This design comes from an exercise in tuning for small area, a short achievable clock period and few clock cycles on the open sky130 flow, not from production work. In this exercise RTL edits were held to simulation tests only and were not proved equivalent to the original. Power figures rest on the tool's default switching activity, not on a simulated workload.

<file path="config.mk">
export PLATFORM = sky130hd
export DESIGN_NAME = updi_host
export DESIGN_NICKNAME = updi_host
export VERILOG_FILES = /design/flow/design.v
export SDC_FILE = /design/flow/constraint.sdc
export NUM_CORES = 4
export LEC_CHECK = 0
export ABC_CLOCK_PERIOD_IN_PS = 4000
export CAP_MARGIN = 20
export CORE_MARGIN = 2
export CORE_UTILIZATION = 40
export CTS_BUF_LIST = sky130_fd_sc_hd__clkbuf_4 sky130_fd_sc_hd__clkbuf_8
export CTS_CLUSTER_SIZE = 30
export SETUP_SLACK_MARGIN = 3.5
export SLEW_MARGIN = 20
</file>
<file path="constraint.sdc">
create_clock -name core_clock -period 8.0 [get_ports {clk}]
set_input_delay 1.6000 -clock core_clock [delete_from_list [all_inputs] [get_ports {clk}]]
set_output_delay 1.6000 -clock core_clock [all_outputs]
set_load 0.01 [all_outputs]
</file>
<file path="design.v">
module updi_host (
    input  wire        clk,
    input  wire        rst,
    input  wire        cfg_a24,
    input  wire        req_valid,
    output wire        req_ready,
    input  wire [4:0]  req_op,
    input  wire        req_wide,
    input  wire [23:0] req_addr,
    input  wire [15:0] req_data,
    input  wire [16:0] req_len,
    output wire        rsp_valid,
    output wire [2:0]  rsp_kind,
    output wire [2:0]  rsp_stage,
    output wire [2:0]  rsp_cause,
    output wire [15:0] rsp_data,
    output wire [1:0]  life,
    output wire [1:0]  session,
    output wire        desync,
    input  wire        wd_valid,
    output wire        wd_ready,
    input  wire [7:0]  wd_data,
    output wire        rd_valid,
    output wire [7:0]  rd_data,
    output wire        ctl_valid,
    output wire [2:0]  ctl_cmd,
    input  wire        ctl_ready,
    input  wire        ctl_fail,
    output wire        tx_valid,
    output wire [7:0]  tx_data,
    input  wire        tx_ready,
    input  wire        rx_valid,
    input  wire        rx_err,
    input  wire [7:0]  rx_data,
    output wire        rx_ready
);
    localparam [4:0] OP_OPEN   = 5'd0,  OP_CLOSE  = 5'd1,  OP_DBRK   = 5'd2,
                     OP_ISP    = 5'd3,  OP_CDL    = 5'd4,  OP_INIT   = 5'd5,
                     OP_LDCS   = 5'd6,  OP_STCS   = 5'd7,  OP_LOAD   = 5'd8,
                     OP_STORE  = 5'd9,  OP_SETPTR = 5'd10, OP_LDINC  = 5'd11,
                     OP_STINC  = 5'd12, OP_REPEAT = 5'd13, OP_BULK   = 5'd14,
                     OP_KEY    = 5'd15, OP_SIB    = 5'd16;
    localparam [1:0] L_CLOSED = 2'd0, L_OPENED = 2'd1, L_SYNC = 2'd2;
    localparam [1:0] S_UNSYNC = 2'd0, S_SPS = 2'd1, S_VERIFIED = 2'd2;
    localparam [2:0] K_OK = 3'd0, K_TRANSPORT = 3'd1, K_NORESP = 3'd2,
                     K_PROTOCOL = 3'd3, K_INVARG = 3'd4, K_LINKINIT = 3'd5;
    localparam [2:0] G_NONE = 3'd0, G_ARG = 3'd1, G_CONFIGURE = 3'd2,
                     G_SEND = 3'd3, G_RECEIVE = 3'd4, G_ACK = 3'd5,
                     G_CHECK = 3'd6;
    localparam [2:0] C_CLOSE = 3'd0, C_DRAIN = 3'd1, C_CFG_BREAK = 3'd2,
                     C_CFG_OP = 3'd3, C_DELAY = 3'd4;
    localparam [3:0] F_SIB  = 4'd0,  F_ISP1 = 4'd1,  F_ISP2 = 4'd2,
                     F_CDL  = 4'd3,  F_BRK  = 4'd4,
                     F_LDCS = 4'd6,  F_STCS = 4'd7,  F_LOAD = 4'd8,
                     F_STORE = 4'd9, F_PTR  = 4'd10, F_LDI  = 4'd11,
                     F_STI  = 4'd12, F_REP  = 4'd13, F_KEYH = 4'd15;
    localparam [2:0] ST_IDLE = 3'd0, ST_TX = 3'd1, ST_RX = 3'd2,
                     ST_BULK = 3'd3, ST_KEY = 3'd4, ST_KLD = 3'd5,
                     ST_SEQ = 3'd6, ST_CTL = 3'd7;
    localparam [3:0] P_O1 = 4'd0, P_O2 = 4'd1, P_O3 = 4'd2,
                     P_C1 = 4'd3, P_C2 = 4'd4,
                     P_D0 = 4'd5, P_D1 = 4'd6, P_D2 = 4'd7, P_D3 = 4'd8,
                     P_D4 = 4'd9, P_D5 = 4'd10, P_D6 = 4'd11, P_D7 = 4'd12,
                     P_D8 = 4'd13, P_D9 = 4'd14;
    reg [2:0]  st;
    reg [3:0]  pc;
    reg [3:0]  fr;
    reg [2:0]  hidx;
    reg [16:0] cnt;
    reg [1:0]  bph;             
    reg [9:0]  bcc;             
    reg        pend;            
    reg        abort;           
    reg        sent_any;
    reg        retry;
    reg        ctl_fail_r;
    reg [2:0]  ctl_cmd_r;
    reg [4:0]  op;
    reg        wide;
    reg        a24;
    reg [23:0] addr;            
    reg [15:0] dat;
    reg [7:0]  ring [0:31];
    reg [4:0]  rp;
    reg [1:0]  life_r, session_r;
    reg        desync_r;
    reg        rsp_r;
    reg [2:0]  ecode;           
    localparam [2:0] E_OK = 3'd0, E_TSEND = 3'd1, E_TCFG = 3'd2, E_NORESP = 3'd3,
                     E_PROTO = 3'd4, E_INVARG = 3'd5, E_LICFG = 3'd6,
                     E_LICHK = 3'd7;
    wire [7:0] lenm1 = addr[7:0];
    wire [7:0] asz   = a24 ? 8'h08 : 8'h04;
    wire [7:0] psz   = a24 ? 8'h02 : 8'h01;
    wire [7:0] dsz   = wide ? 8'h01 : 8'h00;
    reg [7:0] opc, opc_r, b2, b2_r;
    always @(*) begin
        case (fr)
            F_ISP1:  b2 = 8'h08;
            F_ISP2:  b2 = 8'h80;
            F_STCS:  b2 = dat[7:0];
            default: b2 = addr[7:0];                     
        endcase
    end
    always @(posedge clk) begin
        opc_r <= opc;
        b2_r  <= b2;
    end
    always @(*) begin
        case (fr)
            F_ISP1:  opc = 8'hC3;
            F_ISP2:  opc = 8'hC2;
            F_CDL:   opc = 8'h80;
            F_LDCS:  opc = {4'h8, addr[3:0]};
            F_STCS:  opc = {4'hC, addr[3:0]};
            F_LOAD:  opc = 8'h00 | asz | dsz;
            F_STORE: opc = 8'h40 | asz | dsz;
            F_PTR:   opc = 8'h68 | psz;
            F_LDI:   opc = 8'h24 | dsz;
            F_STI:   opc = 8'h64 | dsz;
            F_REP:   opc = 8'hA0;
            F_KEYH:  opc = {6'b111000, addr[1:0]};
            default: opc = 8'hE6;                        
        endcase
    end
    reg [7:0] fbyte;
    always @(*) begin
        case (hidx)
            3'd0: fbyte = (fr == F_BRK) ? 8'h00 : 8'h55;
            3'd1: fbyte = opc_r;
            3'd2: fbyte = b2_r;
            3'd3: fbyte = addr[15:8];
            3'd4: fbyte = addr[23:16];
            3'd5: fbyte = dat[7:0];
            default: fbyte = dat[15:8];
        endcase
    end
    reg [7:0] bbyte;
    always @(*) begin
        if (bph == 2'd0) begin
            case (hidx)
                3'd1: bbyte = 8'hC2;
                3'd2: bbyte = 8'h0E;
                3'd4: bbyte = 8'hA0;
                3'd5: bbyte = lenm1;
                3'd7: bbyte = 8'h65;
                default: bbyte = 8'h55;
            endcase
        end else begin
            case (hidx[1:0])
                2'd0: bbyte = 8'h55;
                2'd1: bbyte = 8'hC2;
                default: bbyte = 8'h06;
            endcase
        end
    end
    wire st_tx   = (st == ST_TX);
    wire st_bulk = (st == ST_BULK);
    wire st_key  = (st == ST_KEY);
    wire st_rx   = (st == ST_RX);
    wire tx_on   = st_tx | st_bulk | st_key;
    wire src_wd  = (st_tx & (fr == F_STI) & hidx[1]) | (st_bulk & (bph == 2'd1));
    wire [7:0] ibyte = st_key ? ring[{rp[4:1], 1'b0}] : st_bulk ? bbyte : fbyte;
    wire [2:0] alast = a24 ? 3'd4 : 3'd3;
    reg f_last;
    always @(*) begin
        case (fr)
            F_BRK:   f_last = (hidx == 3'd0);
            F_STCS, F_REP, F_ISP1, F_ISP2:
                     f_last = (hidx == 3'd2);
            F_LOAD, F_PTR:
                     f_last = (hidx == alast);
            F_STORE: f_last = (hidx == alast) || (hidx == (wide ? 3'd6 : 3'd5));
            F_STI:   f_last = (hidx == {2'b01, wide});
            default: f_last = (hidx == 3'd1);
        endcase
    end
    wire f_reqlast = (fr == F_STCS) | (fr == F_REP) |
                     ((fr == F_ISP2) & (op == OP_ISP));
    wire b_reqlast = (bph == 2'd2) & (hidx[1:0] == 2'd2);
    wire b_unb     = (dat[15:10] != 6'd0) | (dat == 16'd0);
    wire b_last    = b_reqlast | (!b_unb & (bcc == 10'd1));
    wire k_last    = (cnt[4:0] == 5'd0);
    wire snd_last  = (st_tx & f_last) | (st_bulk & b_last) | (st_key & k_last);
    wire req_last  = (st_tx & f_last & f_reqlast) | (st_bulk & b_reqlast) |
                     (st_key & k_last);
    assign tx_valid = tx_on & !pend & (!src_wd | wd_valid) & !(st_key & rp[0]);
    assign tx_data  = src_wd ? wd_data : ibyte;
    wire   tx_fire  = tx_valid & tx_ready;
    wire   bc       = tx_on & ((pend & rx_valid) | (tx_fire & (abort | rx_valid)));
    assign rx_ready = st_rx | (tx_on & !abort & (pend | tx_fire));
    wire   rx_fire  = rx_ready & rx_valid;
    wire k_ld_last  = (cnt[2:0] == 3'd7) & (addr[1:0] == 2'd0 | cnt[3]) &
                      (addr[1:0] != 2'd2 | cnt[4]);
    assign wd_ready = (src_wd & !pend & tx_ready & tx_on) | ((st == ST_KLD) & ((rp == 5'd0) | (cnt[4:0] == 5'd0)));
    wire   wd_fire  = wd_ready & wd_valid;
    assign ctl_valid = (st == ST_CTL);
    assign ctl_cmd   = ctl_cmd_r;
    wire rx_dat = (fr == F_LDCS) | (fr == F_LOAD) | (fr == F_CDL);
    wire rx_ack = (fr == F_STORE) | (fr == F_PTR) | (fr == F_STI);
    wire rx_str = (fr == F_LDI) | (fr == F_SIB);
    wire cnt1   = (cnt == 17'd1);
    wire ack_fin = (fr == F_PTR) | ((fr == F_STORE) & hidx[2] & (hidx[1] | hidx[0])) |
                   ((fr == F_STI) & cnt1);
    wire is_ack  = (rx_data == 8'h40);
    wire nz      = (rx_data != 8'h00);
    wire y_any   = st_rx & cnt1 & ((rx_dat & (fr != F_CDL)) | rx_str);
    wire y_ack   = st_rx & rx_ack & ack_fin;
    wire y_cdl   = st_rx & cnt1 & (fr == F_CDL);
    wire x_txv   = req_last & !pend & !(st_key & rp[0]);
    wire x_pend  = req_last & pend;
    wire x_abort = x_txv & abort;
    wire rx_fin  = rx_valid & !rx_err & (y_any | (y_ack & is_ack) | (y_cdl & nz));
    wire tx_fin  = (x_pend & rx_valid) | (x_abort & tx_ready) |
                   (x_txv & tx_ready & rx_valid);
    wire fast    = rx_fin | tx_fin;
    assign rsp_valid = rsp_r | fast;
    assign req_ready = (st == ST_IDLE) | fast;
    wire   accept    = req_valid & req_ready;
    reg [2:0] ek, eg;
    always @(*) begin
        case (ecode)
            E_TSEND:  begin ek = K_TRANSPORT; eg = G_SEND;      end
            E_TCFG:   begin ek = K_TRANSPORT; eg = G_CONFIGURE; end
            E_NORESP: begin ek = K_NORESP;    eg = G_RECEIVE;   end
            E_PROTO:  begin ek = K_PROTOCOL;  eg = G_ACK;       end
            E_INVARG: begin ek = K_INVARG;    eg = G_ARG;       end
            E_LICFG:  begin ek = K_LINKINIT;  eg = G_CONFIGURE; end
            E_LICHK:  begin ek = K_LINKINIT;  eg = G_CHECK;     end
            default:  begin ek = K_OK;        eg = G_NONE;      end
        endcase
    end
    assign rsp_kind  = ek;
    assign rsp_stage = eg;
    assign rsp_cause = (ecode == E_LICFG) ? K_TRANSPORT : K_OK;
    wire   dsel      = st_rx & ((fr == F_LDCS) | (fr == F_LOAD));
    wire   hsel      = st_rx & (fr == F_LOAD) & wide;
    wire   cdl1      = st_rx & (fr == F_CDL) & (op == OP_CDL);
    assign rsp_data  = {dat[15:8] & {8{hsel}}, rx_data[7:1] & {7{dsel}},
                        (rx_data[0] & dsel) | cdl1};
    assign rd_valid = st_rx & rx_str & rx_valid & !rx_err;
    assign rd_data  = rx_data;
    assign life    = life_r;
    assign session = (st_rx & (fr == F_CDL)) ? S_VERIFIED : session_r;
    assign desync  = desync_r;
    wire rq_ldi  = (req_op == OP_LDINC) | (req_op == OP_STINC);
    wire rq_rep  = (req_op == OP_REPEAT) | (req_op == OP_BULK);
    wire arg_bad = (req_op > OP_SIB) ||
                   (rq_ldi && (req_len[15:0] == 16'd0 || req_len[16])) ||
                   (rq_rep && (req_len == 17'd0 || req_len > 17'd256)) ||
                   ((req_op == OP_KEY) && (req_len > 17'd2));
    wire closed  = (life_r == L_CLOSED);
    task automatic fail(input [2:0] e);
        begin
            rsp_r <= 1'b1;
            ecode <= e;
            if (sent_any && op != OP_OPEN && op != OP_DBRK)
                desync_r <= 1'b1;
            st <= ST_IDLE;
        end
    endtask
    task automatic done_ok;
        begin
            rsp_r <= 1'b1;
            st    <= ST_IDLE;
        end
    endtask
    task automatic ctl(input [2:0] c, input [3:0] next);
        begin
            ctl_cmd_r <= c; st <= ST_CTL; pc <= next;
        end
    endtask
    task automatic send(input [3:0] f);
        begin
            fr <= f; hidx <= 3'd0; st <= ST_TX;
        end
    endtask
    task automatic cdl_miss;
        begin
            if (op == OP_CDL)
                done_ok;
            else if (!retry) begin
                retry <= 1'b1; st <= ST_SEQ; pc <= P_D0;
            end else
                fail(E_LICHK);
        end
    endtask
    integer i;
    always @(posedge clk) begin
        ring[0] <= ((st == ST_KLD) & wd_fire) ? wd_data : ring[31];
        for (i = 1; i < 32; i = i + 1)
            ring[i] <= ring[i-1];
        rp <= ((st == ST_KLD) & wd_fire) ? 5'd0 : rp + 5'd1 + {4'd0, st_key & bc};
    end
    always @(posedge clk) begin
        if (rst) begin
            st        <= ST_IDLE;
            life_r    <= L_CLOSED;
            session_r <= S_UNSYNC;
            desync_r  <= 1'b0;
            rsp_r     <= 1'b0;
            ecode     <= E_OK;
            pend      <= 1'b0;
            abort     <= 1'b0;
        end else begin
            rsp_r <= 1'b0;
            if (bc) pend <= 1'b0;
            else if (tx_fire) pend <= 1'b1;
            if (bc & snd_last) abort <= 1'b0;
            else if (tx_on & rx_fire & rx_err) abort <= 1'b1;
            if (tx_fire) sent_any <= 1'b1;
            case (st)
            ST_TX: if (bc) begin
                if (!f_last) hidx <= hidx + 3'd1;
                else begin
                    case (fr)
                        F_STCS, F_REP: st <= ST_IDLE;
                        F_ISP1: begin
                            session_r <= S_SPS;
                            send(F_ISP2);
                        end
                        F_ISP2: if (op == OP_ISP) st <= ST_IDLE;
                                else send(F_CDL);
                        F_BRK:  st <= ST_SEQ;
                        F_KEYH: st <= ST_KEY;
                        F_LDI:  st <= ST_RX;
                        F_SIB:  begin cnt <= 17'd32; st <= ST_RX; end
                        F_LOAD: begin cnt <= wide ? 17'd2 : 17'd1; st <= ST_RX; end
                        F_LDCS, F_CDL: begin cnt <= 17'd1; st <= ST_RX; end
                        default: st <= ST_RX;                
                    endcase
                end
            end
            ST_BULK: if (bc) begin
                bcc  <= b_last ? dat[9:0] : bcc - 10'd1;
                hidx <= hidx + 3'd1;
                case (bph)
                    2'd0: if (hidx == 3'd7) bph <= 2'd1;
                    2'd1: begin
                        cnt <= cnt - 17'd1;
                        if (cnt1) begin bph <= 2'd2; hidx <= 3'd0; end
                    end
                    default: if (b_reqlast) st <= ST_IDLE;
                endcase
            end
            ST_KEY: if (bc) begin
                cnt <= cnt - 17'd1;
                if (k_last) st <= ST_IDLE;
            end
            ST_KLD: if (wd_fire) begin
                if (k_ld_last) send(F_KEYH);
                else cnt <= cnt + 17'd1;
            end
            ST_RX: if (rx_valid) begin
                if (rx_err) begin
                    if (fr == F_CDL) begin
                        desync_r <= 1'b1;
                        cdl_miss;
                    end else
                        fail(E_NORESP);
                end else if (rx_ack) begin
                    if (!is_ack)
                        fail(E_PROTO);
                    else if (ack_fin)
                        st <= ST_IDLE;
                    else if (fr == F_STORE) begin
                        hidx <= 3'd5; st <= ST_TX;
                    end else begin
                        cnt <= cnt - 17'd1; hidx <= 3'd2; st <= ST_TX;
                    end
                end else begin
                    dat[15:8] <= rx_data;
                    cnt  <= cnt - 17'd1;
                    if (cnt1) begin
                        if (fr != F_CDL)
                            st <= ST_IDLE;
                        else if (nz) begin
                            session_r <= S_VERIFIED;
                            st <= ST_IDLE;
                        end else
                            cdl_miss;
                    end
                end
            end
            ST_CTL: if (ctl_ready) begin
                ctl_fail_r <= ctl_fail;
                st <= ST_SEQ;
            end
            ST_SEQ: begin
                case (pc)
                    P_O1: begin
                        if (!closed) ctl(C_CLOSE, P_O2); else pc <= P_O2;
                        life_r <= L_CLOSED;
                    end
                    P_O2: ctl(C_CFG_OP, P_O3);
                    P_O3: if (ctl_fail_r) fail((op == OP_INIT && retry) ? E_LICFG : E_TCFG);
                          else begin
                              ctl(C_DRAIN, P_D0);
                              life_r <= L_OPENED; session_r <= S_UNSYNC;
                          end
                    P_C1: if (!closed) ctl(C_CLOSE, P_C2); else pc <= P_C2;
                    P_C2: begin
                        life_r <= L_CLOSED; session_r <= S_UNSYNC; desync_r <= 1'b0;
                        done_ok;
                    end
                    P_D0: begin
                        if (!closed) ctl(C_CLOSE, P_D1); else pc <= P_D1;
                        life_r <= L_CLOSED;
                    end
                    P_D1: ctl(C_CFG_BREAK, P_D2);
                    P_D2: if (ctl_fail_r) fail((op == OP_INIT && retry) ? E_LICFG : E_TCFG);
                          else begin
                              ctl(C_DRAIN, P_D3);
                              life_r <= L_OPENED; session_r <= S_UNSYNC;
                          end
                    P_D3: begin send(F_BRK); pc <= P_D4; end
                    P_D4: ctl(C_DELAY, P_D5);
                    P_D5: begin send(F_BRK); pc <= P_D6; end
                    P_D6: begin ctl(C_CLOSE, P_D7); life_r <= L_CLOSED; end
                    P_D7: ctl(C_CFG_OP, P_D8);
                    P_D8: if (ctl_fail_r) fail((op == OP_INIT && retry) ? E_LICFG : E_TCFG);
                          else begin
                              life_r <= L_SYNC; session_r <= S_UNSYNC; desync_r <= 1'b0;
                              ctl(C_DRAIN, P_D9);
                          end
                    P_D9: if (op == OP_INIT) send(F_ISP1); else done_ok;
                    default: done_ok;
                endcase
            end
            default: ;
            endcase
            if (accept) begin
                op       <= req_op;
                wide     <= req_wide;
                a24      <= cfg_a24;
                addr     <= req_addr;
                if (req_op == OP_REPEAT || req_op == OP_BULK)
                    addr[7:0] <= req_len[7:0] - 8'd1;
                if (req_op == OP_KEY)
                    addr[7:0] <= req_len[7:0];
                dat      <= req_data;
                sent_any <= 1'b0;
                retry    <= 1'b0;
                pend     <= 1'b0;
                abort    <= 1'b0;
                ecode    <= E_OK;
                hidx     <= 3'd0;
                fr       <= req_op[3:0];
                case (req_op)
                    OP_LDINC: cnt <= req_wide ? {req_len[15:0], 1'b0} : {1'b0, req_len[15:0]};
                    OP_STINC: cnt <= {1'b0, req_len[15:0]};
                    OP_BULK:  cnt <= {7'd0, req_len[8:0], 1'b0};
                    default:  cnt <= 17'd0;
                endcase
                bph <= 2'd0;
                bcc <= (req_data != 16'd0 && req_data < 16'd10) ? 10'd6 : req_data[9:0];
                case (req_op)
                    OP_OPEN:  begin st <= ST_SEQ; pc <= P_O1; end
                    OP_CLOSE: begin st <= ST_SEQ; pc <= P_C1; end
                    OP_DBRK:  begin st <= ST_SEQ; pc <= P_D0; end
                    OP_ISP, OP_INIT: begin
                        if (closed) begin
                            rsp_r <= 1'b1; ecode <= E_TSEND;
                            st <= ST_IDLE;
                        end else begin
                            fr <= F_ISP1; st <= ST_TX;
                        end
                    end
                    OP_CDL: begin
                        if (closed) begin
                            rsp_r <= 1'b1; st <= ST_IDLE;
                        end else begin
                            fr <= F_CDL; st <= ST_TX;
                        end
                    end
                    default: begin
                        if (arg_bad) begin
                            rsp_r <= 1'b1; ecode <= E_INVARG;
                            st <= ST_IDLE;
                        end else if (closed) begin
                            rsp_r <= 1'b1; ecode <= E_TSEND;
                            st <= ST_IDLE;
                        end else if (req_op == OP_KEY)
                            st <= ST_KLD;
                        else if (req_op == OP_BULK)
                            st <= ST_BULK;
                        else
                            st <= ST_TX;
                    end
                endcase
            end
        end
    end
endmodule
</file>
<file path="run.sh">
#!/bin/bash
# synth_recipe.tcl (not shown) runs the flow's synth.tcl, then flattens the netlist and writes it again
# the make line also repeats each setting of config.mk as NAME=value (left out here)
make -C /OpenROAD-flow-scripts/flow DESIGN_CONFIG=/design/flow/config.mk WORK_HOME=/design/flow/orfs CLKGATE_MAP_FILE= SYNTH_SCRIPT=/design/flow/synth_recipe.tcl finish
</file>
==> results_dict.tcl, run 1 <==
set metrics [dict create \
    antenna-diode-count 0 \
    async_flop_share_pct 0 \
    antenna_found_initial 0 \
    post-route-period-util_pct 62.51 \
    syn_to_final_growth_pct 24.87 \
    outcome "timing/DRC/antenna clean" \
    slew_headroom_pct 27.17 \
    min-delay-start "ring[25][3]" \
    initial_core_util_pct 40.70 \
    cts_hold_buf 0 \
    setup_viol 0 \
    clk_pin_slew_worst_paths_ns 0.06 \
    grt_setup_unrepaired "true" \
    drtAntennaViolNets 0 \
    reg2reg_depth 10 \
    r2r-start "fr[0]" \
    critPathRequiredTime_ns 6.40 \
    p_seq_share_pct 35.7 \
    cap_violations 0 \
    final_hold_viol_count 0 \
    yosysSeqAreaShare_pct 51.50 \
    hp-class "flip-flop to flip-flop" \
    power_density_nw_per_um2 332.3 \
    vias 14430 \
    fp.dieW_um 208.3 \
    final_cell_mix "285 x dfxtp_1, 188 x nand2_1, 141 x nor2_1, 109 x a21oi_1, 108 x clkdlybuf4s50_1" \
    place.gp.congestion 0.9263 \
    clkPwrFrac_pct 27.2 \
    core_um2 41020 \
    final_common_cell "dfxtp_1" \
    fp.dieH_um 208.3 \
    drtIter0Drc 1474 \
    cts-root-buf "clkbuf_8" \
    synth_edf_count 93 \
    p_switching_mw 2.597 \
    worst_pin_slew_ns 1.086 \
    grt_overflow 0 \
    ff2ff_setup_slack_ns 3.95 \
    holdPathEnd "ring[26][3]" \
    grt_max_degree 64 \
    die-area_um2 43390 \
    cts_tree "built" \
    drv_slew 0 \
    synth_cell_types 106 \
    row_count 74 \
    syn_area_per_cell_um2 9.556 \
    htreeDepth 3 \
    finalHoldWorstSlack_ns 0.3099 \
    max-vdd-ir-drop_v 0.0001668 \
    end_kind "primary output" \
    clock_latency_ns 0.63 \
    grt_pass1_wl_um 81990 \
    r2r-end "cnt[5]" \
    grtUsageTotal_pct 24.06 \
    hold_depth 0 \
    period_needed_ns 5.001 \
    worstPathMaxFanout 4 \
    fmax_mhz 200.0 \
    port_buffers 142 \
    drive_gt1_share_pct 18.59 \
    comb_power_share_pct 37.0 \
    viasPerCell 5.796 \
    fin_tns_setup_ns 0 \
    p_sw_share_pct 37.48 \
    routedWlPerCell_um 21.37 \
    total_leakage_power_nw 7.753 \
    wl_um 53220 \
    grt_pass1_vias 14320 \
    dp_hpwl_um 35720 \
    ys.warnings.count 2 \
    p_int_mw 4.331 \
    finalClockSkew_ns 0.03558 \
    nets 2017 \
    syn_inst 1747 \
    clkSinkCount 383 \
    dr.pass1.iters 6 \
    synth_ff_type "dfxtp_1" \
    clockBufferDepth 3 \
    critical_path_class "primary input to primary output" \
    drc 0 \
    syn_area_um2 16690 \
    ios 145 \
    crit_path_start_kind "primary input" \
    numCtsBuffers 66 \
    crit_arrival_ns 3.40 \
    synth-seq-cells 383 \
]
-- metrics by stage --
stage	area [um2]	util [%]	worst slack (ns)	std cells	power, mW
global route	20850	50.83	2.964	2490	7.260
global placement	18290	44.58	2.278	2302	4.620
finish	20850	50.83	2.999	2490	6.928
detailed placement	18290	44.60	2.091	2303	4.639
floorplan	16720	-	3.504	1748	3.925
CTS	20640	50.31	2.968	2479	6.863
-- cells in the mapped netlist, drive strengths merged (12+ instances only) --
master  count  area [um2]
a31oi      23       143.9
nor2b      27       168.9
o22ai      13       81.33
xnor2      14       122.6
a221oi     30       275.3
dfxtp     290        5806
nor4       21       158.9
buf        57       352.8
xor2       12       105.1
clkbuf     79       296.5
and3       15       98.84
and2       28       175.2
nand2b     15       93.84
o211ai     18       135.1
nor2      153       586.8
o221ai     17       148.9
nand2     191       719.4
edfxtp     93        2793
nor3       40       220.2
nand3      47       235.2
a211oi     17       132.6
a22oi      30       225.2
inv        35       133.9
o21ai     117       600.6
ha         17       212.7
mux2i      22       220.2
a21oi     118       598.1
-- worst max path at each step --
stage	start	to	slack, ns	cells past startpoint
after floorplan	rx_data[7]	req_ready	3.50	6
after global placement	rx_data[0]	addr[15]	2.28	9
after detailed placement	rx_data[0]	addr[15]	2.09	9
after CTS	rx_data[1]	rsp_valid	2.97	9
after global routing	rx_data[4]	rsp_valid	2.96	10
final	rx_data[4]	rsp_valid	3.00	10
-- flip-flops by register name (all words and copies together), names as in the netlist, 2 cells and up --
name       cells
ctl_cmd_r      3
hidx           3
b2_r           8
fr             4
rp             5
ecode          3
cnt           17
addr          24
op             5
ring         256
st             3
bph            2
bcc           10
pc             4
life_r         2
dat           16
session_r      2
opc_r          7
-- power groups by stage --
stage,registers (mW),clock network (mW),logic (mW)
CTS,2.46,1.92,2.48
finish,2.48,1.89,2.57
global placement,2.54,0,2.08
detailed placement,2.54,0,2.10
floorplan,2.35,0,1.57
global route,2.50,2.00,2.76
-- worst max-delay path, stage by stage --
cell     delay, ns
buf_8         0.10
or4_4         0.60
buf_6         0.16
nor2_4        0.13
and4_1        0.23
o21ai_2       0.09
a21oi_4       0.18
buf_6         0.12
or2_4         0.11
buf_6         0.09
-- what timing repair did --
| action | in CTS | in global routing |
|---|---|---|
| cloned | 5 | 0 |
| setup buffers | 56 | 11 |
| pin swaps | 31 | 38 |
| setup endpoints to repair | 131 | 44 |
| gates resized for setup | 197 | 63 |
-- layer usage --
layer / global-route usage, % / wire [um] / up-vias
li1: - / - / 6743
met1: 30.21 / 22230 / 6958
met2: 40.33 / 25550 / 604
met3: 4.302 / 3354 / 128
met4: 10.99 / 2093 / 0
met5: 0 / 0 / -
-- logic make-up (layout without fill, tap and decap cells) --
logic type / count (synthesis) / count (layout) / synth area share, %
AO/OA/AOI/OAI: 495 / 496 / 20.27
adder cells (fa/ha/maj): 19 / 19 / 1.394
other: 1 / 2 / 0.02246
multiplexers: 31 / 31 / 1.994
XOR/XNOR: 26 / 26 / 1.364
flip-flops: 383 / 383 / 51.50
AND/OR/NAND/NOR: 621 / 623 / 18.76
buffers and inverters: 171 / 378 / 4.692
-- cell type report --
cell class                      instances  area, um2
Tap cell                              532      665.6
Clock inverter                         24      261.5
Clock buffer                           91       1146
Fill cell                            3743      20170
Timing Repair Buffer                  228       2196
Inverter                               35      147.6
Multi-Input combinational cell       1197       7816
Sequential cell                       383       8615
Testbench counts, summed over its fixed seeds: cycles 22,261.
==> inputs of run 2 (changes only) <==
--- a/config.mk
+++ b/config.mk
@@ -7,3 +7,3 @@
 export LEC_CHECK = 0
-export ABC_CLOCK_PERIOD_IN_PS = 4000
+export ABC_AREA = 1
 export CAP_MARGIN = 20
@@ -11,4 +11,2 @@
 export CORE_UTILIZATION = 40
-export CTS_BUF_LIST = sky130_fd_sc_hd__clkbuf_4 sky130_fd_sc_hd__clkbuf_8
-export CTS_CLUSTER_SIZE = 30
 export SETUP_SLACK_MARGIN = 3.5
==> run 2 against run 1 <==
Critical endpoint is now rsp_r. Via count decreased by 4.1%. Area after synthesis is 5.7% lower. Synthesized cell count rose by 6.1%. Largest cell class unchanged. Total power fell by 14%. Sequential cell count unchanged. First-iteration DRC count fell by 23%. Non-clock buffer count is 21 higher. Cell count increased by 6.5%. Count of clock-buffer cells in the layout down 36. Routed wire length down 8.2%.
==> results_dict.tcl, run 2 <==
set metrics [dict create \
    fp.dieH_um 202.4 \
    nets 2211 \
    dr.pass1.iters 5 \
    n_fill_cell 3612 \
    yosysTopAreaCell "dfxtp_1" \
    grt_setup_unrepaired "true" \
    cts_tree "built" \
    cts-root-buf "clkbuf_16" \
    drv_slew 0 \
    cap_violations 0 \
    seq_area_um2 8606 \
    port_buffers 142 \
    place.gp.congestion 0.9633 \
    reg2reg_depth 19 \
    antenna-diode-count 0 \
    vias 13850 \
    clk_pin_slew_worst_paths_ns 0.07 \
    final_hold_viol_count 0 \
    top_register "ring" \
    wl_um 48870 \
    crit_arrival_ns 5.13 \
    fmax_mhz 217.6 \
    max-vdd-ir-drop_v 0.0001398 \
    hold_depth 0 \
    top_regs "ring (256), addr (24), cnt (17)" \
    drive_gt1_share_pct 15.88 \
    drc 0 \
    routedWlPerCell_um 18.42 \
    yosys.area_share.adder_pct 1.350 \
    multiInputGateArea_um2 6301 \
    final_cell_mix "334 x nand2_1, 284 x dfxtp_1, 229 x inv_1, 185 x nor2_1" \
    core_um2 38740 \
    numCtsBuffers 40 \
    period_needed_ns 4.596 \
    grt_overflow 0 \
    cts_hold_buf 0 \
    synth_most_common_cell "nand2_1" \
    grt_pass1_wl_um 74090 \
    power_density_nw_per_um2 295.0 \
    synth-seq-cells 383 \
    dp_hpwl_um 34770 \
    total_power_mw 5.953 \
    worstPathMaxFanout 2 \
    hp-class "flip-flop to flip-flop" \
    synth_compound_area_share_pct 13.85 \
    total_leakage_power_nw 8.539 \
    die-area_um2 40980 \
    grtUsageTotal_pct 23.22 \
    synth_edf_count 93 \
    htreeDepth 2 \
    worst_pin_slew_ns 0.9601 \
    row_count 72 \
    drtAntennaViolNets 0 \
    synth_top_area_share_pct 36.86 \
    yosysSeqAreaShare_pct 54.59 \
    ys.warnings.count 2 \
    ys_top_cells_by_area "dfxtp_1 37%, edfxtp_1 18%, nand2_1 8.4%" \
    initial_core_util_pct 40.66 \
    finalClockSkew_ns 0.04148 \
    synth_cell_types 63 \
    critPathRequiredTime_ns 8.54 \
    antenna_found_initial 0 \
    fp.dieW_um 202.4 \
    fin_tns_setup_ns 0 \
    syn_area_um2 15750 \
    yosys.area_share.simple_pct 21.34 \
    grt_pass1_vias 13510 \
    syn_area_per_cell_um2 8.496 \
    clock_latency_ns 0.59 \
    largest_reg_flops 256 \
    setup_viol 0 \
    crit_path_start_kind "primary input" \
    critical_path_class "primary input to flip-flop" \
    end_kind "flip-flop" \
    outcome "timing/DRC/antenna clean" \
    syn_inst 1854 \
    drtIter0Drc 1132 \
    synth_ff_type "dfxtp_1" \
    synth_mux_area_share_pct 0.2065 \
    slew_headroom_pct 35.92 \
    syn_to_final_growth_pct 28.11 \
    final_common_cell "nand2_1" \
    synth_top_family_by_area "simple AND/OR/NAND/NOR gates" \
    post-route-period-util_pct 57.45 \
    ios 145 \
    viasPerCell 5.220 \
    yosys-top-cells-count "353 x nand2_1, 290 x dfxtp_1, 250 x inv_1" \
    clockBufferDepth 3 \
    clkSinkCount 383 \
    grt_max_degree 49 \
    synthXorXnorAreaFrac_pct 0.7229 \
    async_flop_share_pct 0 \
]
## run 2: worst max-delay path: stages
cell	delay (ns)
buf_8	0.10
inv_4	0.05
nand4_1	0.17
nor2_4	0.25
inv_2	0.09
buf_6	0.12
buf_4	0.12
buf_6	0.11
buf_6	0.10
buf_6	0.10
buf_6	0.10
buf_4	0.12
buf_4	0.12
buf_4	0.12
buf_4	0.12
buf_6	0.10
buf_4	0.12
buf_4	0.12
buf_4	0.12
buf_6	0.11
buf_6	0.11
nor3_4	0.20
nor2_2	0.10
o31ai_2	0.33
nand4_1	0.18
nand2_1	0.11
nand2_1	0.05
nand2_1	0.07
## run 2: path summary, 6_finish.rpt
| path | to | start | slack, ns |
|---|---|---|---|
| min reg2reg | ring[4][5] | ring[3][5] | 0.31 |
| min | ring[4][5] | ring[3][5] | 0.31 |
| max reg2reg | dat[13] | hidx[1] | 4.03 |
| max | rsp_r | rx_data[3] | 3.40 |
## run 2: through the flow
step | hold slack [ns] | setup slack, ns | util (%) | cells | cell area (um2)
floorplan | 0.3096 | 3.651 | - | 1855 | 15760
global placement | 0.3102 | 2.444 | 45.52 | 2478 | 17630
detailed placement | 0.3121 | 2.395 | 45.52 | 2478 | 17630
CTS | 0.3216 | 3.359 | 51.05 | 2636 | 19780
global route | 0.3258 | 3.353 | 52.09 | 2653 | 20180
finish | 0.3102 | 3.404 | 52.09 | 2653 | 20180
## run 2: logic make-up (layout without fill, tap and decap cells)
group | after synthesis | after routing
AND/OR/NAND/NOR | 775 | 775
multiplexers | 3 | 3
buffers and inverters | 313 | 593
flip-flops | 383 | 383
XOR/XNOR | 13 | 13
adder cells (fa/ha/maj) | 17 | 17
other | 1 | 2
AO/OA/AOI/OAI | 349 | 349
## run 2: cell type report
cell class | instances | area share, %
Sequential cell | 383 | 42.65
Multi-Input combinational cell | 1159 | 31.23
Timing Repair Buffer | 249 | 11.30
Clock buffer | 55 | 5.692
Inverter | 272 | 5.208
Tap cell | 518 | 3.212
Clock inverter | 17 | 0.7192
## run 2: timing repair
| action | CTS | global route |
|---|---|---|
| hold endpoints to repair | 0 | 0 |
| pin swaps | 22 | 33 |
| endpoints found under the setup margin | 43 | 23 |
| gates cloned | 0 | 0 |
| gates resized for setup | 153 | 82 |
| setup buffers | 86 | 17 |
## run 2: metal layers
| layer | GRT usage, % | vias up | wire length (um) |
|---|---|---|---|
| met2 | 40.44 | 527 | 23940 |
| met5 | 0 | - | 0 |
| met3 | 4.257 | 138 | 2838 |
| met1 | 28.31 | 6458 | 20330 |
| met4 | 9.359 | 0 | 1767 |
| li1 | - | 6725 | - |
## run 2: power by group
group | total [mW] | internal (mW) | switching, mW
Sequential | 2.35 | 2.19 | 0.152
Combinational | 1.78 | 0.617 | 1.16
Clock | 1.83 | 1.03 | 0.799
==> inputs of run 3 (changes only) <==
--- a/config.mk
+++ b/config.mk
@@ -11,3 +11,3 @@
 export CORE_UTILIZATION = 40
-export SETUP_SLACK_MARGIN = 3.5
+export SETUP_SLACK_MARGIN = 4.5
 export SLEW_MARGIN = 20
==> run 3 against run 2 <==
Maximum frequency up 1.3%. Highest routed layer unchanged. Critical path type is now primary input to primary output. Combinational power is 26% higher. Still clean. Largest cell class unchanged. Global-route usage up 1.3 points.
==> results_dict.tcl, run 3 <==
set metrics [dict create \
    worstPathMaxFanout 3 \
    synth_edf_count 93 \
    worst_pin_slew_ns 0.8545 \
    grt_overflow 0 \
    power_density_nw_per_um2 302.5 \
    crit_path_start_kind "primary input" \
    final_hold_viol_count 0 \
    place_ws_ns 2.490 \
    total_power_mw 6.508 \
    cts-root-buf "clkbuf_16" \
    critPathRequiredTime_ns 6.40 \
    yosysSeqAreaShare_pct 54.59 \
    place.gp.congestion 0.9566 \
    async_flop_share_pct 0 \
    drtAntennaViolNets 0 \
    drtIter0Drc 1151 \
    ios 145 \
    dp_hpwl_um 35850 \
    period_needed_ns 4.536 \
    antenna_found_initial 0 \
    syn_to_final_growth_pct 36.59 \
    fp.dieH_um 202.4 \
    clockBufferDepth 3 \
    finalClockSkew_ns 0.01751 \
    antenna-diode-count 0 \
    syn_inst 1854 \
    synth_ff_type "dfxtp_1" \
    top_register "ring" \
    grt_pass1_vias 14120 \
    layoutNonFillerInstCount 2703 \
    fin_tns_setup_ns 0 \
    total_leakage_power_nw 9.110 \
    initial_core_util_pct 40.66 \
    row_count 72 \
    drc 0 \
    min-delay-start "ring[13][6]" \
    clkSinkCount 383 \
    placed_cells 2477 \
    wl_um 52070 \
    dr.pass1.iters 5 \
    max-vdd-ir-drop_v 0.0001820 \
    fmax_mhz 220.5 \
    crit_arrival_ns 2.94 \
    critPathLaunch "rx_data[2]" \
    grt_setup_unrepaired "true" \
    synth_cell_types 63 \
    outcome "timing/DRC/antenna clean" \
    cap_violations 0 \
    cts_tree "built" \
    viasPerCell 5.281 \
    vias 14270 \
    synth_top_area_share_pct 36.86 \
    final_cell_mix "313 x nand2_1, 283 x dfxtp_1, 214 x inv_1, 175 x nor2_1, 105 x o21ai_0" \
    n_fill_cell 3478 \
    core_um2 38740 \
    critical_path_class "primary input to primary output" \
    synth_most_common_cell "nand2_1" \
    numCtsBuffers 40 \
    yosysTopAreaCell "dfxtp_1" \
    clk_pin_slew_worst_paths_ns 0.06 \
    setup_viol 0 \
    synth-seq-cells 383 \
    clock_latency_ns 0.56 \
    yosys-top-cells-count "353 x nand2_1, 290 x dfxtp_1, 250 x inv_1" \
    fp.dieW_um 202.4 \
    grt_max_degree 43 \
    port_buffers 142 \
    ys.warnings.count 2 \
    nets 2259 \
    ys_top_cells_by_area "dfxtp_1 37%, edfxtp_1 18%, nand2_1 8.4%" \
    slew_headroom_pct 42.82 \
    post-route-period-util_pct 56.70 \
    routedWlPerCell_um 19.26 \
    drive_gt1_share_pct 22.75 \
    worst_slack_ns 3.464 \
    top_regs "ring (256), addr (24), cnt (17)" \
    syn_area_um2 15750 \
    syn_area_per_cell_um2 8.496 \
    r2r-start "st[1]" \
    largest_reg_flops 256 \
    htreeDepth 2 \
    finalHoldWorstSlack_ns 0.3243 \
    drv_slew 0 \
    grt_pass1_wl_um 78440 \
    end_kind "primary output" \
    hp-class "flip-flop to flip-flop" \
    final_common_cell "nand2_1" \
    die-area_um2 40980 \
    grtUsageTotal_pct 24.52 \
]
## run 3: cell types whose count changed in the layout (fill, tap and decap cells not counted), sizes merged, moves of 2 or more
cell | before | now
buf | 121 | 183
bufinv | 0 | 2
clkdlybuf4s15 | 0 | 2
clkdlybuf4s50 | 118 | 92
clkinv | 13 | 21
clkinvlp | 4 | 8
dlygate4sd2 | 4 | 6
dlymetal6s2s | 4 | 7
inv | 272 | 264
nand2 | 364 | 366
## run 3: timing repair
item | in CTS | in global routing
hold buffers | 0 | 0
gates cloned | 2 | 3
gates resized for setup | 374 | 138
pin swaps | 62 | 68
endpoints found under the setup margin | 188 | 96
setup buffers | 106 | 41
## run 3: cells by family (layout without fill, tap and decap cells)
| group | after synthesis | after routing | share of synthesized area, % |
|---|---|---|---|
| muxes | 3 | 3 | 0.2065 |
| adders and majority gates | 17 | 17 | 1.350 |
| xor gates and xnor gates | 13 | 13 | 0.7229 |
| and+or+nand+nor | 775 | 777 | 21.34 |
| DFF | 383 | 383 | 54.59 |
| buffers and inverters | 313 | 641 | 7.928 |
| AOI/OAI and AO/OA | 349 | 349 | 13.85 |
| other | 1 | 2 | 0.02381 |
## run 3: cell type report
type,count,area (um2),share of cell area [%]
timing repair buffer,295,2872,13.35
clock buffer,51,1134,5.269
clock inverter,23,256.5,1.192
multi-input combinational,1161,6849,31.83
sequential,383,8625,40.09
inverter,272,1131,5.257
tap,518,648.1,3.013
## run 3: routing by layer
metal  up-vias  part of all wire [%]  track usage (%)
li1       6841                     -                -
met4         0                   4.7            10.77
met2       551                    48            41.94
met5         -                     0                0
met1      6723                    41            30.46
met3       159                   6.1            4.047
## run 3: through the flow
step | instance area, um2 | util [%]
after global routing | 21510 | 55.54
after detailed placement | 17730 | 45.78
after floorplan | 15870 | -
after global placement | 17730 | 45.78
final | 21510 | 55.54
after CTS | 20610 | 53.20
## run 3: worst paths after layout
check	end	slack, ns	cells past startpoint
setup / recovery	rsp_valid	3.46	13
hold / removal	ring[14][6]	0.32	0
setup reg to reg	cnt[0]	4.48	13
hold reg to reg	ring[14][6]	0.32	0
## run 3: power by group
group	internal (mW)	total, mW	switching, mW	leakage, nW
combinational	0.866	2.24	1.37	5.22
clock	1.09	1.91	0.822	0.677
sequential	2.20	2.36	0.159	3.21
total	4.16	6.51	2.35	9.11
## run 3: worst max-delay path, cell delays in order
cell,delay (ns)
buf_8,0.10
clkinv_4,0.03
nand4_1,0.18
nor2_4,0.22
inv_2,0.08
nor2_4,0.11
o21ai_2,0.05
nand2_1,0.07
nand2_1,0.06
nand2_2,0.09
and2_4,0.18
nand2_4,0.04
buf_6,0.11
==> inputs of run 4 (changes only) <==
==> flow/run.sh (new file) <==
#!/bin/bash
set -o pipefail
export BUFFER_PORTS_ARGS="-buffer_cell sky130_fd_sc_hd__buf_1"
bash standard.sh > standard.log 2>&1
==> standard.sh (new file) <==
#!/bin/bash
# synth_recipe.tcl (not shown) runs the flow's synth.tcl, then flattens the netlist and writes it again
# the make line also repeats each setting of config.mk as NAME=value (left out here)
make -C /OpenROAD-flow-scripts/flow DESIGN_CONFIG=/design/flow/config.mk WORK_HOME=/design/flow/orfs CLKGATE_MAP_FILE= SYNTH_SCRIPT=/design/flow/synth_recipe.tcl "${@:-finish}"
--- a/config.mk
+++ b/config.mk
@@ -11,3 +11,3 @@
 export CORE_UTILIZATION = 40
-export SETUP_SLACK_MARGIN = 4.5
+export SETUP_SLACK_MARGIN = 3.5
 export SLEW_MARGIN = 20
removed: run.sh
==> run 4 against run 3 <==
Maximum frequency down 2.7%. Via count down 3.5%. Combinational power down 27%. Critical path type unchanged. Sequential cell count unchanged. Critical path depth up 1. Non-clock buffer count down 79. First-iteration DRC count down 5.8%. Global-route usage down 1.2 points. Area after synthesis unchanged. Sequential power about the same. Clock power about the same.
==> results_dict.tcl, run 4 <==
set metrics [dict create \
    outcome "timing/DRC/antenna clean" \
    clock_latency_ns 0.58 \
    top_regs "ring (256), addr (24), cnt (17)" \
    drive_gt1_share_pct 11.99 \
    cap_violations 0 \
    synth-seq-cells 383 \
    min-delay-start "ring[11][6]" \
    numCtsBuffers 39 \
    crit_path_start_kind "primary input" \
    wl_um 48800 \
    cts_tree "built" \
    syn_to_final_growth_pct 20.45 \
    max-vdd-ir-drop_v 0.0002374 \
    synth_top_area_share_pct 36.86 \
    slew_headroom_pct 36.95 \
    total_power_mw 5.899 \
    grt_pass1_vias 13480 \
    worst_pin_slew_ns 0.9448 \
    clockBufferDepth 3 \
    yosysSeqAreaShare_pct 54.59 \
    ys_top_cells_by_area "dfxtp_1 37%, edfxtp_1 18%, nand2_1 8.4%" \
    drv_slew 0 \
    postLayoutCellArea_um2 18970 \
    setup_viol 0 \
    slowest_stage "buf_4" \
    grt_setup_unrepaired "true" \
    ff2ff_setup_slack_ns 3.96 \
    cp_common_cell "nand2_2" \
    viasPerCell 5.256 \
    grt_max_degree 73 \
    largest_reg_flops 256 \
    n_fill_cell 3745 \
    critical_path_class "primary input to primary output" \
    grt_overflow 0 \
    fmax_mhz 214.5 \
    yosys-top-cells-count "353 x nand2_1, 290 x dfxtp_1, 250 x inv_1" \
    final_cell_mix "345 x nand2_1, 290 x dfxtp_1, 239 x inv_1, 191 x nor2_1, 131 x buf_1" \
    grtUsageTotal_pct 23.37 \
    die-area_um2 40980 \
    cts_hold_buf 0 \
    ios 145 \
    syn_area_per_cell_um2 8.496 \
    grt_pass1_wl_um 74440 \
    fin_tns_setup_ns 0 \
    top_register "ring" \
    yosysTopAreaCell "dfxtp_1" \
    seq_area_um2 8598 \
    routedWlPerCell_um 18.63 \
    hold_depth 0 \
    multiInputGateArea_um2 6113 \
    hp-class "flip-flop to flip-flop" \
    placed_area_um2 16750 \
    fp.dieW_um 202.4 \
    synth_ff_type "dfxtp_1" \
    total_leakage_power_nw 7.970 \
    antenna-diode-count 0 \
    initial_core_util_pct 40.66 \
    port_buffers 142 \
    slowest_delay_ns 0.20 \
    place.gp.congestion 0.9180 \
    dp_hpwl_um 35300 \
    antenna_found_initial 0 \
    drtAntennaViolNets 0 \
    syn_inst 1854 \
    r2r-start "st[1]" \
    nets 2177 \
    drtIter0Drc 1084 \
    r2r-end "cnt[15]" \
    power_density_nw_per_um2 310.9 \
    htreeDepth 2 \
    clkSinkCount 383 \
    end_kind "primary output" \
    finalClockSkew_ns 0.01651 \
    vias 13770 \
    holdPathEnd "ring[12][6]" \
    synth_edf_count 93 \
    syn_area_um2 15750 \
    drc 0 \
    post-route-period-util_pct 58.27 \
    fp.dieH_um 202.4 \
    synth_cell_types 63 \
    row_count 72 \
    crit_arrival_ns 3.06 \
    async_flop_share_pct 0 \
    dr.pass1.iters 5 \
    worstPathMaxFanout 3 \
    critPathTopFamily "simple AND/OR/NAND/NOR gates" \
    core_um2 38740 \
    cts-root-buf "clkbuf_16" \
    critPathRequiredTime_ns 6.40 \
    final_hold_viol_count 0 \
    reg2reg_depth 12 \
    clk_pin_slew_worst_paths_ns 0.06 \
    synth_most_common_cell "nand2_1" \
    path_buf_inv 6 \
    period_needed_ns 4.662 \
    ys.warnings.count 2 \
    final_common_cell "nand2_1" \
    crit_chain "buf_8 -> inv_4 -> nand4_1 -> buf_4 -> buf_6 -> nor2_4 -> nand2_2 -> inv_2 -> nand2_2 -> nand2_2 -> nand2_2 -> and2_4 -> nand2_4 -> buf_6" \
]
[run 4: cell counts after synthesis]
No cell type changed its count.
[run 4: through the flow]
stage	setup slack [ns]	cells	utilization (%)	hold WS, ns
floorplan	3.651	1855	-	0.3096
global placement	3.102	2478	43.23	0.3098
detailed placement	2.997	2478	43.23	0.3121
CTS	3.480	2611	48.33	0.3108
global route	3.297	2620	48.98	0.3225
finish	3.338	2620	48.98	0.3167
[run 4: metal layers]
metal	GRT usage, %	vias up	part of all wire [%]
met5	0	-	0
met4	8.603	0	3.6
met3	4.418	112	5.7
met2	40.58	480	49
met1	28.81	6491	42
li1	-	6689	-
[run 4: cell families after synthesis]
group / Yosys count / synth area share, %
and+or+nand+nor: 775 / 21.34
DFF: 383 / 54.59
AOI/OAI and AO/OA: 349 / 13.85
buffers and inverters: 313 / 7.928
adders and majority gates: 17 / 1.350
xor gates and xnor gates: 13 / 0.7229
muxes: 3 / 0.2065
other: 1 / 0.02381
[run 4: area by class of cell]
type,count,area share [%]
clock inverters,16,1.148
inverters,272,5.454
flip-flops and latches,383,45.32
multi-input cells,1159,32.22
repair buffers,216,6.298
clock buffers,56,6.140
well taps,518,3.416
[run 4: repair_timing]
action	CTS	global route
endpoints found under the setup margin	12	22
pin swaps	12	13
setup buffers	61	9
cloned	0	0
gates resized for setup	45	55
[run 4: worst reg2reg max path, stage by stage (launching register included)]
cell	delay, ns
dfxtp_1	0.50
inv_1	0.11
nor2_2	0.26
inv_2	0.17
nor2_4	0.22
buf_12	0.14
buf_4	0.20
nor2_1	0.24
inv_1	0.58
o221ai_1	0.22
nand2_1	0.10
nand4_1	0.13
nor2_2	0.76
[run 4: worst max-delay path by stage]
stage	endpoint	slack (ns)	start	cells past startpoint
6_report	rsp_valid	3.34	rx_data[0]	14
4_1_cts	rsp_valid	3.48	rx_data[3]	13
5_1_grt	rsp_valid	3.30	rx_data[0]	14
3_3_place_gp	dat[8]	3.10	rx_data[0]	16
3_5_place_dp	dat[15]	3.00	rx_data[0]	16
2_1_floorplan	dat[10]	3.65	rx_data[3]	13
[run 4: power breakdown]
| part | switching (mW) | leakage (nW) | total (mW) | internal [mW] |
|---|---|---|---|---|
| Clock | 0.794 | 0.677 | 1.93 | 1.13 |
| Combinational | 1.14 | 4.08 | 1.63 | 0.499 |
| Sequential | 0.148 | 3.21 | 2.34 | 2.19 |
==> inputs of run 5 (changes only) <==
--- a/config.mk
+++ b/config.mk
@@ -11,2 +11,4 @@
 export CORE_UTILIZATION = 40
+export CTS_CLUSTER_DIAMETER = 100
+export CTS_CLUSTER_SIZE = 25
 export SETUP_SLACK_MARGIN = 3.5
==> run 5 against run 4 <==
Hold slack improved by 0.014 ns. Maximum frequency rose by 1.9%. Via count decreased by 1.0%. First-iteration DRC count down 6.3%. Utilization down 2.1 points. Area after synthesis did not move. Total power decreased by 13%. Die area unchanged. Sequential power is essentially flat. Register-to-register slack better by 0.02 ns. Non-clock buffer count shrank 1.
==> results_dict.tcl, run 5 <==
set metrics [dict create \
    holdPathEnd "ring[6][2]" \
    cts-root-buf "clkbuf_16" \
    cap_violations 0 \
    r2r-end "cnt[12]" \
    async_flop_share_pct 0 \
    syn_inst 1854 \
    post-route-period-util_pct 57.18 \
    synth_top_area_share_pct 36.86 \
    critical_path_class "primary input to primary output" \
    antenna_found_initial 0 \
    ys.warnings.count 2 \
    port_buffers 142 \
    max-vdd-ir-drop_v 0.0001843 \
    clockBufferDepth 3 \
    total_leakage_power_nw 7.578 \
    hp-class "flip-flop to flip-flop" \
    synth_edf_count 93 \
    reg2reg_depth 12 \
    nets 2158 \
    slew_headroom_pct 33.65 \
    syn_area_per_cell_um2 8.496 \
    setup_viol 0 \
    cts_hold_buf 0 \
    postLayoutCellArea_um2 18170 \
    die-area_um2 40980 \
    htreeDepth 1 \
    final_hold_viol_count 0 \
    clkSinkCount 383 \
    wl_um 48070 \
    yosysSeqAreaShare_pct 54.59 \
    grtUsageTotal_pct 22.80 \
    synth_cell_types 63 \
    ys_top_cells_by_area "dfxtp_1 37%, edfxtp_1 18%, nand2_1 8.4%" \
    drtIter0Drc 1016 \
    viasPerCell 5.289 \
    synth_ff_type "dfxtp_1" \
    power_density_nw_per_um2 281.8 \
    placed_area_um2 16750 \
    grt_setup_unrepaired "true" \
    vias 13630 \
    crit_arrival_ns 2.97 \
    top_register "ring" \
    place_ws_ns 2.997 \
    cts_tree "built" \
    outcome "timing/DRC/antenna clean" \
    worst_pin_slew_ns 0.9916 \
    routedWlPerCell_um 18.65 \
    drtAntennaViolNets 0 \
    worst_slack_ns 3.426 \
    clock_latency_ns 0.56 \
    syn_to_final_growth_pct 15.34 \
    ios 145 \
    drive_gt1_share_pct 10.44 \
    r2r-start "st[1]" \
    core_um2 38740 \
    fmax_mhz 218.6 \
    final_common_cell "nand2_1" \
    end_kind "primary output" \
    finalClockSkew_ns 0.02375 \
    yosys-top-cells-count "353 x nand2_1, 290 x dfxtp_1, 250 x inv_1" \
    initial_core_util_pct 40.66 \
    fin_tns_setup_ns 0 \
    grt_overflow 0 \
    critPathRequiredTime_ns 6.40 \
    dr.pass1.iters 7 \
    place.gp.congestion 0.9180 \
    top_regs "ring (256), addr (24), cnt (17)" \
    row_count 72 \
    period_needed_ns 4.574 \
    ff2ff_setup_slack_ns 3.98 \
    numCtsBuffers 21 \
    largest_reg_flops 256 \
    hold_depth 0 \
    fp.dieW_um 202.4 \
    crit_path_start_kind "primary input" \
    min-delay-start "ring[5][2]" \
    dp_hpwl_um 35300 \
    grt_pass1_vias 13330 \
    final_cell_mix "346 x nand2_1, 290 x dfxtp_1, 237 x inv_1, 191 x nor2_1, 132 x buf_1" \
    drv_slew 0 \
    syn_area_um2 15750 \
    grt_max_degree 73 \
    yosysTopAreaCell "dfxtp_1" \
    worstPathMaxFanout 3 \
    drc 0 \
    clk_pin_slew_worst_paths_ns 0.09 \
    grt_pass1_wl_um 73190 \
    n_fill_cell 3845 \
    critPathLaunch "rx_data[0]" \
    synth-seq-cells 383 \
    antenna-diode-count 0 \
    synth_most_common_cell "nand2_1" \
    fp.dieH_um 202.4 \
]
[run 5: changes by cell type in the layout (fill, tap and decap cells not counted), moves of 3 or more]
cell,before,now
clkbuf_1,9,3
clkinv_2,5,1
clkbuf_8,4,0
clkbuf_16,43,21
bufinv_16,3,0
buf_4,67,72
buf_6,12,5
[run 5: area by class of cell]
cell class	instances	area, um2	area share [%]
timing repair buffer	215	1157	6.371
sequential	383	8598	47.33
multi-input combinational	1159	6106	33.61
inverter	272	1035	5.696
clock inverter	7	86.33	0.4752
clock buffer	24	536.8	2.955
tap	518	648.1	3.568
[run 5: per-layer routing]
metal	global-route usage [%]	wire, um	vias up
met2	39.87	23430	457
met5	0	0	-
li1	-	-	6611
met3	3.273	2543	118
met1	28.53	20190	6448
met4	8.394	1905	0
[run 5: cells by family (layout without fill, tap and decap cells)]
| family | after synthesis | after routing | share of synthesized area (%) |
|---|---|---|---|
| buffers and inverters | 313 | 518 | 7.928 |
| xor gates and xnor gates | 13 | 13 | 0.7229 |
| and+or+nand+nor | 775 | 775 | 21.34 |
| DFF | 383 | 383 | 54.59 |
| other | 1 | 2 | 0.02381 |
| adders and majority gates | 17 | 17 | 1.350 |
| AOI/OAI and AO/OA | 349 | 349 | 13.85 |
| muxes | 3 | 3 | 0.2065 |
[run 5: worst max path at each step]
stage	end	slack [ns]	cells past startpoint
floorplan	dat[10]	3.65	13
global placement	dat[8]	3.10	16
detailed placement	dat[15]	3.00	16
CTS	tx_data[2]	3.47	9
global route	rsp_valid	3.34	13
finish	rsp_valid	3.43	13
[run 5: critical path: stages]
cell and delay [ns]:
buf_8 0.10, inv_4 0.06, nand4_1 0.19, buf_4 0.21, nor2_4 0.15, nand2_2 0.07
inv_2 0.06, nand2_2 0.05, nand2_1 0.09, nand2_2 0.07, and2_4 0.15, nand2_4 0.06
buf_6 0.10
[run 5: where the power goes]
group	internal (mW)	switching, mW
logic	0.497	1.13
registers	2.19	0.150
clock network	0.503	0.650
total	3.19	1.93
[run 5: per-stage QoR]
step	total power [mW]	hold slack, ns	instances	util [%]
2_1_floorplan	3.365	0.3096	1855	-
3_3_place_gp	3.857	0.3098	2478	43.23
3_5_place_dp	3.872	0.3121	2478	43.23
4_1_cts	5.074	0.3336	2568	46.33
5_1_grt	5.397	0.3372	2578	46.90
6_report	5.120	0.3307	2578	46.90
[run 5: timing repair]
action,CTS,global route
setup buffers,59,10
gates resized for setup,44,47
setup endpoints to repair,12,24
pin swaps,11,9
==> inputs of run 6 (changes only) <==
--- a/design.v
+++ b/design.v
@@ -70,6 +70,4 @@
     reg [1:0]  bph;             
-    reg [9:0]  bcc;             
     reg        pend;            
     reg        abort;           
-    reg        sent_any;
     reg        retry;
@@ -81,2 +79,3 @@
     reg [23:0] addr;            
+    wire [9:0] bcc = addr[17:8];
     reg [15:0] dat;
@@ -208,3 +207,4 @@
     wire y_ack   = st_rx & rx_ack & ack_fin;
-    wire y_cdl   = st_rx & cnt1 & (fr == F_CDL);
+    wire y_cdl   = st_rx & cnt1 & (fr == F_CDL) & (op == OP_CDL);
+    wire y_fin   = y_any | y_ack | y_cdl;
     wire x_txv   = req_last & !pend & !(st_key & rp[0]);
@@ -212,3 +212,5 @@
     wire x_abort = x_txv & abort;
-    wire rx_fin  = rx_valid & !rx_err & (y_any | (y_ack & is_ack) | (y_cdl & nz));
+    wire rx_fin  = rx_valid & y_fin;
+    wire y_bad   = y_ack & !is_ack;
+    wire y_ok    = !rx_err & nz;
     wire tx_fin  = (x_pend & rx_valid) | (x_abort & tx_ready) |
@@ -232,8 +234,8 @@
     end
-    assign rsp_kind  = ek;
-    assign rsp_stage = eg;
-    assign rsp_cause = (ecode == E_LICFG) ? K_TRANSPORT : K_OK;
+    assign rsp_kind  = !y_fin ? ek : rx_err ? K_NORESP : y_bad ? K_PROTOCOL : K_OK;
+    assign rsp_stage = !y_fin ? eg : rx_err ? G_RECEIVE : y_bad ? G_ACK : G_NONE;
+    assign rsp_cause = ((ecode == E_LICFG) & !y_fin) ? K_TRANSPORT : K_OK;
     wire   dsel      = st_rx & ((fr == F_LDCS) | (fr == F_LOAD));
     wire   hsel      = st_rx & (fr == F_LOAD) & wide;
-    wire   cdl1      = st_rx & (fr == F_CDL) & (op == OP_CDL);
+    wire   cdl1      = y_cdl & y_ok;
     assign rsp_data  = {dat[15:8] & {8{hsel}}, rx_data[7:1] & {7{dsel}},
@@ -243,4 +245,4 @@
     assign life    = life_r;
-    assign session = (st_rx & (fr == F_CDL)) ? S_VERIFIED : session_r;
-    assign desync  = desync_r;
+    assign session = cdl1 ? S_VERIFIED : session_r;
+    assign desync  = desync_r | (y_fin & (rx_err | y_bad));
     wire rq_ldi  = (req_op == OP_LDINC) | (req_op == OP_STINC);
@@ -256,3 +258,3 @@
             ecode <= e;
-            if (sent_any && op != OP_OPEN && op != OP_DBRK)
+            if (op != OP_OPEN && op != OP_DBRK)
                 desync_r <= 1'b1;
@@ -310,3 +312,2 @@
             else if (tx_on & rx_fire & rx_err) abort <= 1'b1;
-            if (tx_fire) sent_any <= 1'b1;
             case (st)
@@ -334,3 +335,3 @@
             ST_BULK: if (bc) begin
-                bcc  <= b_last ? dat[9:0] : bcc - 10'd1;
+                addr[17:8] <= b_last ? dat[9:0] : bcc - 10'd1;
                 hidx <= hidx + 3'd1;
@@ -354,3 +355,9 @@
             ST_RX: if (rx_valid) begin
-                if (rx_err) begin
+                if (y_fin) begin
+                    st <= ST_IDLE;
+                    if (rx_err | y_bad)
+                        desync_r <= 1'b1;
+                    if (cdl1)
+                        session_r <= S_VERIFIED;
+                end else if (rx_err) begin
                     if (fr == F_CDL) begin
@@ -378,3 +385,3 @@
                             session_r <= S_VERIFIED;
-                            st <= ST_IDLE;
+                            done_ok;
                         end else
@@ -441,3 +448,2 @@
                 dat      <= req_data;
-                sent_any <= 1'b0;
                 retry    <= 1'b0;
@@ -455,3 +461,5 @@
                 bph <= 2'd0;
-                bcc <= (req_data != 16'd0 && req_data < 16'd10) ? 10'd6 : req_data[9:0];
+                if (req_op == OP_BULK)
+                    addr[17:8] <= (req_data != 16'd0 && req_data < 16'd10) ? 10'd6
+                                                                          : req_data[9:0];
                 case (req_op)
--- a/config.mk
+++ b/config.mk
@@ -11,4 +11,2 @@
 export CORE_UTILIZATION = 40
-export CTS_CLUSTER_DIAMETER = 100
-export CTS_CLUSTER_SIZE = 25
 export SETUP_SLACK_MARGIN = 3.5
==> run 6 against run 5 <==
Clock skew shrank 0.0021 ns. Sequential power fell by 2%. Still clean on timing, DRC and antenna. Global-route usage grew 0.95 points. Worst setup slack gained 0.14 ns. Critical path depth fell by 7. Area after synthesis decreased by 1.2%. Total power rose by 16%. Cell count rose by 2.2%. Routed wire length is 0.76% higher.
==> results_dict.tcl, run 6 <==
set metrics [dict create \
    outcome "timing/DRC/antenna clean" \
    syn_area_per_cell_um2 8.150 \
    drive_gt1_share_pct 9.967 \
    total_power_mw 5.955 \
    finalClockSkew_ns 0.02167 \
    antenna_found_initial 0 \
    drv_slew 0 \
    grt_pass1_wl_um 75110 \
    power_density_nw_per_um2 323.2 \
    layoutNonFillerInstCount 2635 \
    synth_most_common_cell "nand2_1" \
    critical_path_class "primary input to primary output" \
    grt_overflow 0 \
    placed_cells 2538 \
    ys_top_cells_by_area "dfxtp_1 37%, edfxtp_1 16%, nand2_1 11%" \
    nets 2195 \
    top_register "ring" \
    max-vdd-ir-drop_v 0.0001805 \
    clk_pin_slew_worst_paths_ns 0.06 \
    comb_power_share_pct 31.0 \
    row_count 72 \
    final_hold_viol_count 0 \
    yosysSeqAreaShare_pct 53.11 \
    clkSinkCount 372 \
    port_buffers 142 \
    ys.warnings.count 2 \
    finalHoldWorstSlack_ns 0.3169 \
    fin_tns_setup_ns 0 \
    ios 145 \
    fp.dieH_um 201.3 \
    slowest_delay_ns 0.40 \
    worst_pin_slew_ns 0.7574 \
    fp.dieW_um 201.3 \
    drtAntennaViolNets 0 \
    critPathTopFamily "buffers and inverters" \
    crit_chain "buf_1 -> inv_1 -> nand3b_1 -> buf_4 -> nand2_1 -> buf_1" \
    clock_latency_ns 0.56 \
    die-area_um2 40510 \
    syn_area_um2 15570 \
    critPathRequiredTime_ns 6.40 \
    syn_to_final_growth_pct 18.36 \
    crit_arrival_ns 2.84 \
    largest_reg_flops 256 \
    worstPathMaxFanout 9 \
    synth_top_area_share_pct 37.30 \
    finalCoreUtilization_pct 47.78 \
    grtUsageTotal_pct 23.74 \
    core_um2 38560 \
    grt_setup_unrepaired "true" \
    cts_tree "built" \
    grt_pass1_vias 13370 \
    total_leakage_power_nw 7.729 \
    vias 13820 \
    cts-root-buf "clkbuf_16" \
    drtIter0Drc 1196 \
    p_switching_mw 2.204 \
    cap_violations 0 \
    initial_core_util_pct 40.37 \
    final_common_cell "nand2_1" \
    cp_common_cell "buf_1" \
    dr.pass1.iters 5 \
    antenna-diode-count 0 \
    final_cell_mix "432 x nand2_1, 290 x dfxtp_1, 221 x inv_1, 191 x nor2_1, 138 x buf_1" \
    wl_um 48430 \
    p_sw_share_pct 37.00 \
    place.gp.congestion 0.9573 \
    top_regs "ring (256), addr (24), cnt (17)" \
    post-route-period-util_pct 55.44 \
    routedWlPerCell_um 18.38 \
    hp-class "flip-flop to flip-flop" \
    synth_cell_types 57 \
    clkPwrFrac_pct 30.5 \
    synth-seq-cells 372 \
    path_buf_inv 4 \
    crit_path_start_kind "primary input" \
    async_flop_share_pct 0 \
    htreeDepth 2 \
    period_needed_ns 4.435 \
    slowest_stage "buf_1" \
    yosys-top-cells-count "436 x nand2_1, 290 x dfxtp_1, 226 x inv_1" \
    grt_max_degree 66 \
    p_int_mw 3.751 \
    cts_hold_buf 0 \
    slew_headroom_pct 49.43 \
    syn_inst 1910 \
    setup_viol 0 \
    clockBufferDepth 3 \
    p_seq_share_pct 38.4 \
    dp_hpwl_um 35840 \
    drc 0 \
    end_kind "primary output" \
    fmax_mhz 225.5 \
    yosysTopAreaCell "dfxtp_1" \
    synth_ff_type "dfxtp_1" \
    viasPerCell 5.245 \
    synth_edf_count 82 \
    numCtsBuffers 39 \
]
[run 6: changes by cell type after synthesis, moves of 4 or more]
cell	change
nand2_1	+83
a21oi_1	+26
inv_1	-24
o21ai_1	-19
nand3_1	+17
edfxtp_1	-11
nor2_1	+10
a211oi_1	-7
o2111ai_1	+7
a221oi_1	-4
o2bb2ai_1	-4
[run 6: cell families (layout without fill, tap and decap cells)]
kind of cell             Yosys count  after routing  share of synthesized area [%]
flip-flops                       372            372                          53.11
adder cells (fa/ha/maj)           17             17                          1.366
other                              1              2                        0.02409
buffers and inverters            287            493                          7.427
AO/OA/AOI/OAI                    345            345                          13.60
XOR/XNOR                          12             12                         0.6752
AND/OR/NAND/NOR                  876            876                          23.79
[run 6: cell type report]
cell class | instances | area, um2
timing repair buffer | 180 | 823.3
inverter | 244 | 930.9
tap | 518 | 648.1
clock buffer | 51 | 1102
multi-input combinational | 1252 | 6462
clock inverter | 18 | 188.9
sequential | 372 | 8268
fill | 3829 | 20130
[run 6: per-layer routing]
| metal | up-vias | wire length, um | global-route usage (%) |
|---|---|---|---|
| li1 | 6754 | - | - |
| met1 | 6467 | 20390 | 30.01 |
| met2 | 490 | 22840 | 39.83 |
| met3 | 110 | 3132 | 4.049 |
| met4 | 0 | 2067 | 10.77 |
| met5 | - | 0 | 0 |
[run 6: path summary, 6_finish.rpt]
| check | from | end | slack [ns] | depth (start not counted) |
|---|---|---|---|---|
| worst max register to register | fr[2] | fr[1] | 4.12 | 15 |
| worst min register to register | ring[3][6] | ring[4][6] | 0.32 | 0 |
| worst max-delay path | rx_err | rsp_data[0] | 3.56 | 6 |
| worst min-delay path | ring[3][6] | ring[4][6] | 0.32 | 0 |
[run 6: worst reg2reg max path, delay by kind of cell, from the launching register on]
family | cells | cell delay (ns)
AND/OR/NAND/NOR | 10 | 1.69
flip-flops | 1 | 0.49
AO/OA/AOI/OAI | 3 | 0.66
buffers and inverters | 2 | 0.74
[run 6: power by group through the flow]
stage	clock, mW	sequential [mW]	combinational (mW)
after floorplan	0	2.25	1.13
after global routing	1.92	2.31	2.04
after global placement	0	2.33	1.61
after CTS	1.86	2.28	1.69
final	1.82	2.29	1.85
after detailed placement	0	2.33	1.62
[run 6: timing repair]
action / 4_1_cts / 5_1_grt
gates resized for setup: 40 / 55
endpoints found under the setup margin: 17 / 19
pin swaps: 1 / 11
buffers inserted: 7 / 21
[run 6: stage by stage]
step	setup slack, ns	instance area [um2]
2_1_floorplan	3.720	15570
3_3_place_gp	3.229	16590
3_5_place_dp	3.219	16590
4_1_cts	3.432	18050
5_1_grt	3.437	18420
6_report	3.565	18420
Testbench counts of run 6, summed over its fixed seeds: cycles 22,269.

Check on run 6: ideal ports give 3.565 ns setup slack; a clkbuf_16 on the clock port and buf_2 on the inputs give 3.531 ns; moving port delays by the midpoint clock arrival (0.607 ns) as well gives 3.542 ns.
